Context: an optimization exercise on an open-source flow, tuned for small area. The choices shown serve that exercise and are no tape-out recipe.
Where RTL was checked, it was by simulation tests only, not by an equivalence proof against the original.
Power and IR drop assume default switching activity.

## wip/zinc
==> flow/design.v (excerpt) <==
module linkcore_dp (
    input  wire        clk,
    input  wire        rst,         
    input  wire        op_valid,
    output wire        op_ready,
    input  wire [7:0]  op_code,
    input  wire [31:0] op_a,
    input  wire [31:0] op_b,
    output reg         res_valid,
    output reg         res_err,
    output wire [31:0] res_data,
    output wire [31:0] key,
    output wire [31:0] csum,
    output wire [31:0] localkey,
    output wire [31:0] remotekey,
    output wire [31:0] err
);
Size in the first run: roughly 670 cells after synthesis, roughly 220 flip-flops, ~270 I/O pins, roughly 6800 sq um of cells after synthesis.
export LEC_CHECK = 0
export CAP_MARGIN = 20
export CORE_MARGIN = 2
export CORE_UTILIZATION = 40
export SLEW_MARGIN = 20
create_clock -name core_clock -period 10.0 [get_ports {clk}]
standard.sh (not shown) runs the stock make flow with config.mk's settings and CLKGATE_MAP_FILE= SYNTH_SCRIPT=/design/flow/synth_recipe.tcl, a recipe that flattens the netlist after the stock synthesis.
==> flow/flow/run.sh <==
#!/bin/bash
# The standard layout (standard.sh), changed in three ways:
#  - synthesis maps the logic with an area-oriented ABC script
#    (flow/abc_area.scr) instead of ORFS's speed script, and leaves adders to
#    ABC (ADDER_MAP_FILE empty) instead of mapping them first; the rest of
#    the synthesis (synth_recipe.tcl, ORFS synth.tcl) is unchanged, so the
#    registers keep their names and cell types;
#  - the port buffers are the smallest buffer cell (buf_1);
#  - the clock tree uses clkbuf_4 leaves without dummy loads.
set -euo pipefail
here=$(pwd)
abc_scr=$here/flow/abc_area.scr
sed "s|log_cmd abc {\*}\$abc_args|log_cmd abc -script $abc_scr {*}[lrange \$abc_args 2 end]|" \
    "$FLOW_HOME/scripts/synth.tcl" > "$here/synth_area.tcl"
grep -q "abc -script $abc_scr" "$here/synth_area.tcl"
sed "s|source \$::env(SCRIPTS_DIR)/synth.tcl|source $here/synth_area.tcl|" \
    "$here/synth_recipe.tcl" > "$here/synth_recipe_area.tcl"
grep -q "source $here/synth_area.tcl" "$here/synth_recipe_area.tcl"
sed "s|SYNTH_SCRIPT=[^ ]*|SYNTH_SCRIPT=$here/synth_recipe_area.tcl ADDER_MAP_FILE=|" \
    "$here/standard.sh" > "$here/standard_area.sh"
grep -q "SYNTH_SCRIPT=$here/synth_recipe_area.tcl" "$here/standard_area.sh"
export BUFFER_PORTS_ARGS="-buffer_cell sky130_fd_sc_hd__buf_1"
export CTS_ARGS="-sink_clustering_enable -repair_clock_nets -buf_list sky130_fd_sc_hd__clkbuf_4 -root_buf sky130_fd_sc_hd__clkbuf_8 -dont_use_dummy_load -sink_clustering_size 10 -sink_clustering_max_diameter 50"
bash "$here/standard_area.sh" > "$here/standard.log" 2>&1
==> flow/flow/abc_area.scr <==
strash
&get -n
&deepsyn -T 30
&put
dch -f
amap
Here is what was changed in the inputs of wip/lagoon compared with wip/zinc.
- setting ABC_AREA to 1 for the first time
==> flow/flow/run.sh <==
#!/bin/bash
set -o pipefail
export BUFFER_PORTS_ARGS="-buffer_cell sky130_fd_sc_hd__buf_1"
export CTS_ARGS="-sink_clustering_enable -repair_clock_nets -buf_list sky130_fd_sc_hd__clkbuf_4 -root_buf sky130_fd_sc_hd__clkbuf_8 -dont_use_dummy_load -sink_clustering_size 10 -sink_clustering_max_diameter 50"
bash standard.sh > standard.log 2>&1
removed: flow/flow/abc_area.scr
### Flow results
wip/lagoon ends up with a number of clock buffers in the layout that is about 3.7% lower than in wip/zinc.
wip/lagoon ended up with a higher adder and majority gate portion of the synthesized area than wip/zinc did.
On met1 usage: between wip/zinc and wip/lagoon, it ends up higher for wip/zinc.
Lower simple logic cell fraction of the synthesized area goes to wip/zinc over wip/lagoon.
Total power: wip/lagoon vs wip/zinc, no meaningful difference
Number of buffers created by CTS delta for wip/lagoon relative to wip/zinc: 1 lower
Looking at critical-path cell with the highest stage delay, the nor2_1 result is from wip/zinc; the nor3_1 one comes from wip/lagoon.
Looking at clock insertion delay at the later pin of the skew report, wip/lagoon sits below wip/zinc.
Relative to wip/lagoon, the following input files were edited for wip/willow:
- ABC_AREA removed (was 1)
--- a/flow/flow/run.sh
+++ b/flow/flow/run.sh
@@ -2 +2,19 @@
-set -o pipefail
+# The standard layout (standard.sh), changed in three ways:
+#  - synthesis maps the logic with an area-oriented ABC script
+#    (flow/abc_area.scr) instead of ORFS's speed script; everything else in
+#    the synthesis (synth_recipe.tcl, ORFS synth.tcl) is unchanged, so the
+#    registers keep their names and cell types;
+#  - the port buffers are the smallest buffer cell (buf_1);
+#  - the clock tree uses clkbuf_4 leaves without dummy loads.
+set -euo pipefail
+here=$(pwd)
+abc_scr=$here/flow/abc_area.scr
+sed "s|log_cmd abc {\*}\$abc_args|log_cmd abc -script $abc_scr {*}[lrange \$abc_args 2 end]|" \
+    "$FLOW_HOME/scripts/synth.tcl" > "$here/synth_area.tcl"
+grep -q "abc -script $abc_scr" "$here/synth_area.tcl"
+sed "s|source \$::env(SCRIPTS_DIR)/synth.tcl|source $here/synth_area.tcl|" \
+    "$here/synth_recipe.tcl" > "$here/synth_recipe_area.tcl"
+grep -q "source $here/synth_area.tcl" "$here/synth_recipe_area.tcl"
+sed "s|SYNTH_SCRIPT=[^ ]*|SYNTH_SCRIPT=$here/synth_recipe_area.tcl|" \
+    "$here/standard.sh" > "$here/standard_area.sh"
+grep -q "SYNTH_SCRIPT=$here/synth_recipe_area.tcl" "$here/standard_area.sh"
@@ -5 +23 @@
-bash standard.sh > standard.log 2>&1
+bash "$here/standard_area.sh" > "$here/standard.log" 2>&1
==> flow/flow/abc_area.scr (new file) <==
strash
&get -n
&deepsyn -T 30
&put
dch -f
amap
### Flow results
wip/willow: done, clean on timing, DRC and antenna. Compared with wip/lagoon, wip/willow shows a width of the die that is about 4.6% lower. Die area on wip/willow is ahead of wip/lagoon. Comparing wip/lagoon and wip/willow, final worst slack is lower on wip/willow. Looking only at number of library cell types mapped by synthesis, and setting everything else aside, the higher value of wip/lagoon and wip/willow goes to wip/willow. Clock network area share for wip/willow is higher than for wip/lagoon. Compared with wip/lagoon, the detailed router inserted fewer vias in wip/willow.
What wip/juniper does differently from wip/willow at the input level:
==> flow/flow/run.sh <==
#!/bin/bash
set -o pipefail
export BUFFER_PORTS_ARGS="-buffer_cell sky130_fd_sc_hd__buf_1"
export CTS_ARGS="-sink_clustering_enable -repair_clock_nets -buf_list sky130_fd_sc_hd__clkbuf_4 -root_buf sky130_fd_sc_hd__clkbuf_8 -dont_use_dummy_load -sink_clustering_size 10 -sink_clustering_max_diameter 50"
bash standard.sh > standard.log 2>&1
removed: flow/flow/abc_area.scr
### Flow results
In the flow results for wip/willow and wip/juniper, the non-clock buffer count is smaller on wip/willow. wip/juniper reports a higher via count than wip/willow does. Going from wip/willow to wip/juniper, sequential cell area fraction in the yosys report has decreased, final instance area shows an increase of about 8%. Relative to wip/willow, the worst setup slack of wip/juniper is higher by 0.50 ns.

---

beta:
Another version of the RTL of linkcore_dp (not shown whole).
Size: roughly 680 cells after synthesis.
export LEC_CHECK = 0
export CAP_MARGIN = 20
export CORE_MARGIN = 2
export CORE_UTILIZATION = 40
export SLEW_MARGIN = 20
create_clock -name core_clock -period 10.0 [get_ports {clk}]
==> flow/flow/run.sh <==
#!/bin/bash
set -o pipefail
export BUFFER_PORTS_ARGS="-buffer_cell sky130_fd_sc_hd__buf_1"
export CTS_ARGS="-sink_clustering_enable -repair_clock_nets -buf_list sky130_fd_sc_hd__clkbuf_8 -root_buf sky130_fd_sc_hd__clkbuf_8 -dont_use_dummy_load -sink_clustering_size 20 -sink_clustering_max_diameter 60"
bash standard.sh > standard.log 2>&1
Input changes introduced in alpha (baseline for comparison: beta):
==> flow/flow/run.sh <==
#!/bin/bash
set -o pipefail
export BUFFER_PORTS_ARGS="-buffer_cell sky130_fd_sc_hd__buf_1"
export CTS_ARGS="-sink_clustering_enable -repair_clock_nets -buf_list sky130_fd_sc_hd__clkbuf_4 -root_buf sky130_fd_sc_hd__clkbuf_8 -dont_use_dummy_load -sink_clustering_size 10 -sink_clustering_max_diameter 50"
bash standard.sh > standard.log 2>&1
## What came out
- alpha vs. beta: number of nets in the layout increased by about 1% relative to the old numbers, final routed wirelength across all metal layers rose by 180 um, number of vias per cell now sits higher.
- On global routing usage on met1, alpha and beta are neck and neck.
No run of this note included a check of the RTL's function; only the layout flow was run.

---

linkcore_dp, a different RTL version from the one above (not shown whole).
Size: about 640 cells after synthesis, about 220 flip-flops.
==> flow/config.mk <==
export PLATFORM = sky130hd
export DESIGN_NAME = linkcore_dp
export DESIGN_NICKNAME = linkcore_dp
export VERILOG_FILES = /design/flow/design.v
export SDC_FILE = /design/flow/constraint.sdc
export NUM_CORES = 4
export LEC_CHECK = 0
export CAP_MARGIN = 20
export CORE_MARGIN = 2
export CORE_UTILIZATION = 40
export SLEW_MARGIN = 20
==> flow/constraint.sdc <==
create_clock -name core_clock -period 10.0 [get_ports {clk}]
set_input_delay 2.0000 -clock core_clock [delete_from_list [all_inputs] [get_ports {clk}]]
set_output_delay 2.0000 -clock core_clock [all_outputs]
set_load 0.01 [all_outputs]
==> flow/flow/run.sh <==
#!/bin/bash
# The standard layout (standard.sh), changed in three ways:
#  - synthesis maps the logic with area-oriented ABC scripts
#    (flow/abc_best.tcl runs flow/abc_area1..5.scr and keeps the smallest
#    result) instead of ORFS's speed script, and leaves adders to
#    ABC (ADDER_MAP_FILE empty) instead of mapping them first; the rest of
#    the synthesis (synth_recipe.tcl, ORFS synth.tcl) is unchanged, so the
#    registers keep their names and cell types;
#  - the port buffers are the smallest buffer cell (buf_1);
#  - the clock tree uses clkbuf_4 leaves without dummy loads.
set -euo pipefail
here=$(pwd)
sed "s|log_cmd abc {\*}\$abc_args|source $here/flow/abc_best.tcl|" \
    "$FLOW_HOME/scripts/synth.tcl" > "$here/synth_area.tcl"
grep -q "source $here/flow/abc_best.tcl" "$here/synth_area.tcl"
sed "s|source \$::env(SCRIPTS_DIR)/synth.tcl|source $here/synth_area.tcl|" \
    "$here/synth_recipe.tcl" > "$here/synth_recipe_area.tcl"
grep -q "source $here/synth_area.tcl" "$here/synth_recipe_area.tcl"
sed "s|SYNTH_SCRIPT=[^ ]*|SYNTH_SCRIPT=$here/synth_recipe_area.tcl ADDER_MAP_FILE=|" \
    "$here/standard.sh" > "$here/standard_area.sh"
grep -q "SYNTH_SCRIPT=$here/synth_recipe_area.tcl" "$here/standard_area.sh"
export BUFFER_PORTS_ARGS="-buffer_cell sky130_fd_sc_hd__buf_1"
export CTS_ARGS="-sink_clustering_enable -repair_clock_nets -buf_list sky130_fd_sc_hd__clkbuf_4 -root_buf sky130_fd_sc_hd__clkbuf_8 -dont_use_dummy_load -sink_clustering_size 11 -sink_clustering_max_diameter 50"
bash "$here/standard_area.sh" > "$here/standard.log" 2>&1
==> flow/flow/abc_area1.scr <==
strash
&get -n
&deepsyn -T 20 -S 1
&put
dch -f
amap
==> flow/flow/abc_area2.scr <==
strash
&get -n
&deepsyn -T 20 -S 2
&put
dch -f
amap
==> flow/flow/abc_area3.scr <==
strash
&get -n
&deepsyn -T 20 -S 3
&put
dch -f
amap
==> flow/flow/abc_area4.scr <==
strash
&get -n
&deepsyn -T 20 -S 4
&put
dch -f
amap
==> flow/flow/abc_area5.scr <==
strash
&get -n
&deepsyn -T 20 -S 5
&put
dch -f
amap
==> flow/flow/abc_best.tcl <==
# Map the logic with each of the ABC scripts abc_area1..5.scr (deepsyn with
# five different seeds, then area mapping) and keep the smallest result.
# Only the combinational mapping differs between the runs: the flip-flops
# are mapped before this step and are the same in every run.
set abc_rest [lrange $abc_args 2 end]
set abc_dir [file dirname [info script]]
design -save before_abc
set best_area -1
set best_i 0
foreach i {1 2 3 4 5} {
  design -load before_abc
  log_cmd abc -script $abc_dir/abc_area$i.scr {*}$abc_rest
  tee -q -o $::env(OBJECTS_DIR)/abc_area$i.stat stat {*}$lib_args
  set fh [open $::env(OBJECTS_DIR)/abc_area$i.stat r]
  set txt [read $fh]
  close $fh
  regexp {Chip area for module[^:]*:\s*([0-9.]+)} $txt -> area
  puts "ABC run $i: area $area"
  if { $best_area < 0 || $area < $best_area } {
    set best_area $area
    set best_i $i
    design -save best_abc
  }
}
puts "Keeping ABC run $best_i (area $best_area)"
design -load best_abc
The first run finished with timing, DRC and antenna clean.
Then changed:
--- a/flow/flow/run.sh
+++ b/flow/flow/run.sh
@@ -3,3 +3,2 @@
-#  - synthesis maps the logic with area-oriented ABC scripts
-#    (flow/abc_best.tcl runs flow/abc_area1..5.scr and keeps the smallest
-#    result) instead of ORFS's speed script, and leaves adders to
+#  - synthesis maps the logic with an area-oriented ABC script
+#    (flow/abc_area.scr) instead of ORFS's speed script, and leaves adders to
@@ -13 +12,2 @@
-sed "s|log_cmd abc {\*}\$abc_args|source $here/flow/abc_best.tcl|" \
+abc_scr=$here/flow/abc_area.scr
+sed "s|log_cmd abc {\*}\$abc_args|log_cmd abc -script $abc_scr {*}[lrange \$abc_args 2 end]|" \
@@ -15 +15 @@
-grep -q "source $here/flow/abc_best.tcl" "$here/synth_area.tcl"
+grep -q "abc -script $abc_scr" "$here/synth_area.tcl"
==> flow/flow/abc_area.scr (new file) <==
strash
&get -n
&deepsyn -T 30
&put
dch -f
amap
removed: flow/flow/abc_area1.scr
removed: flow/flow/abc_area2.scr
removed: flow/flow/abc_area3.scr
removed: flow/flow/abc_area4.scr
removed: flow/flow/abc_area5.scr
removed: flow/flow/abc_best.tcl
What happened: The changed run passed the timing, design-rule and antenna checks. Wire length came out higher by about 9%. Sequential power barely changes. Global-route usage came out higher by 1.8 points. Die area came out higher by about 0.8%. Total power is about the same. Design area came out higher by 0.59%.

[static timing again, ports no longer ideal]
How much do the figures lean on ideal ports? The routed layouts below were timed once more, with nothing changed but the port constraints.
Step 1 assumes that a clkbuf_16 drives the clock port and a buf_2 every other input.
Step 2 adds t to the input delays and takes it off the output delays; t is the mean of the earliest and latest rising clock arrival at the registers after step 1. Input paths then give back, and output paths get back, about the clock's delay inside the block.
Three values: no drivers, after step 1, after step 2; two values: the first two.
| run | t (ns) | slack for setup (ns) | hold WS [ns] | latest minus earliest clock arrival (ns) |
|---|---|---|---|---|
| wip/zinc | 0.548 | 5.070 / 5.031 / 5.251 | 0.299 / 0.299 / 0.299 | 0.036 / 0.036 |
| wip/lagoon | 0.526 | 5.367 / 5.348 / 5.348 | 0.315 / 0.315 / 0.315 | 0.033 / 0.034 |
| wip/willow | 0.544 | 4.724 / 4.685 / 5.140 | 0.316 / 0.316 / 0.316 | 0.043 / 0.043 |
| wip/juniper | 0.546 | 5.228 / 5.228 / 5.057 | 0.271 / 0.271 / 0.271 | 0.078 / 0.077 |
| beta | 0.522 | 5.407 / 5.407 / 5.407 | 0.304 / 0.304 / 0.304 | 0.072 / 0.072 |
| alpha | 0.554 | 5.434 / 5.411 / 5.411 | 0.300 / 0.300 / 0.300 | 0.057 / 0.057 |
| the first run of note 3 | 0.532 | 5.165 / 5.166 / 4.634 | 0.277 / 0.277 / 0.277 | 0.051 / 0.050 |
| the second run of note 3 | 0.531 | 4.802 / 4.820 / 4.289 | 0.273 / 0.273 / 0.273 | 0.092 / 0.092 |
After both steps setup and hold are still met in every run listed. The setup slack of the first run of note 3, which loses most, moves by +0.001 ns with the drivers and by -0.531 ns with both steps.
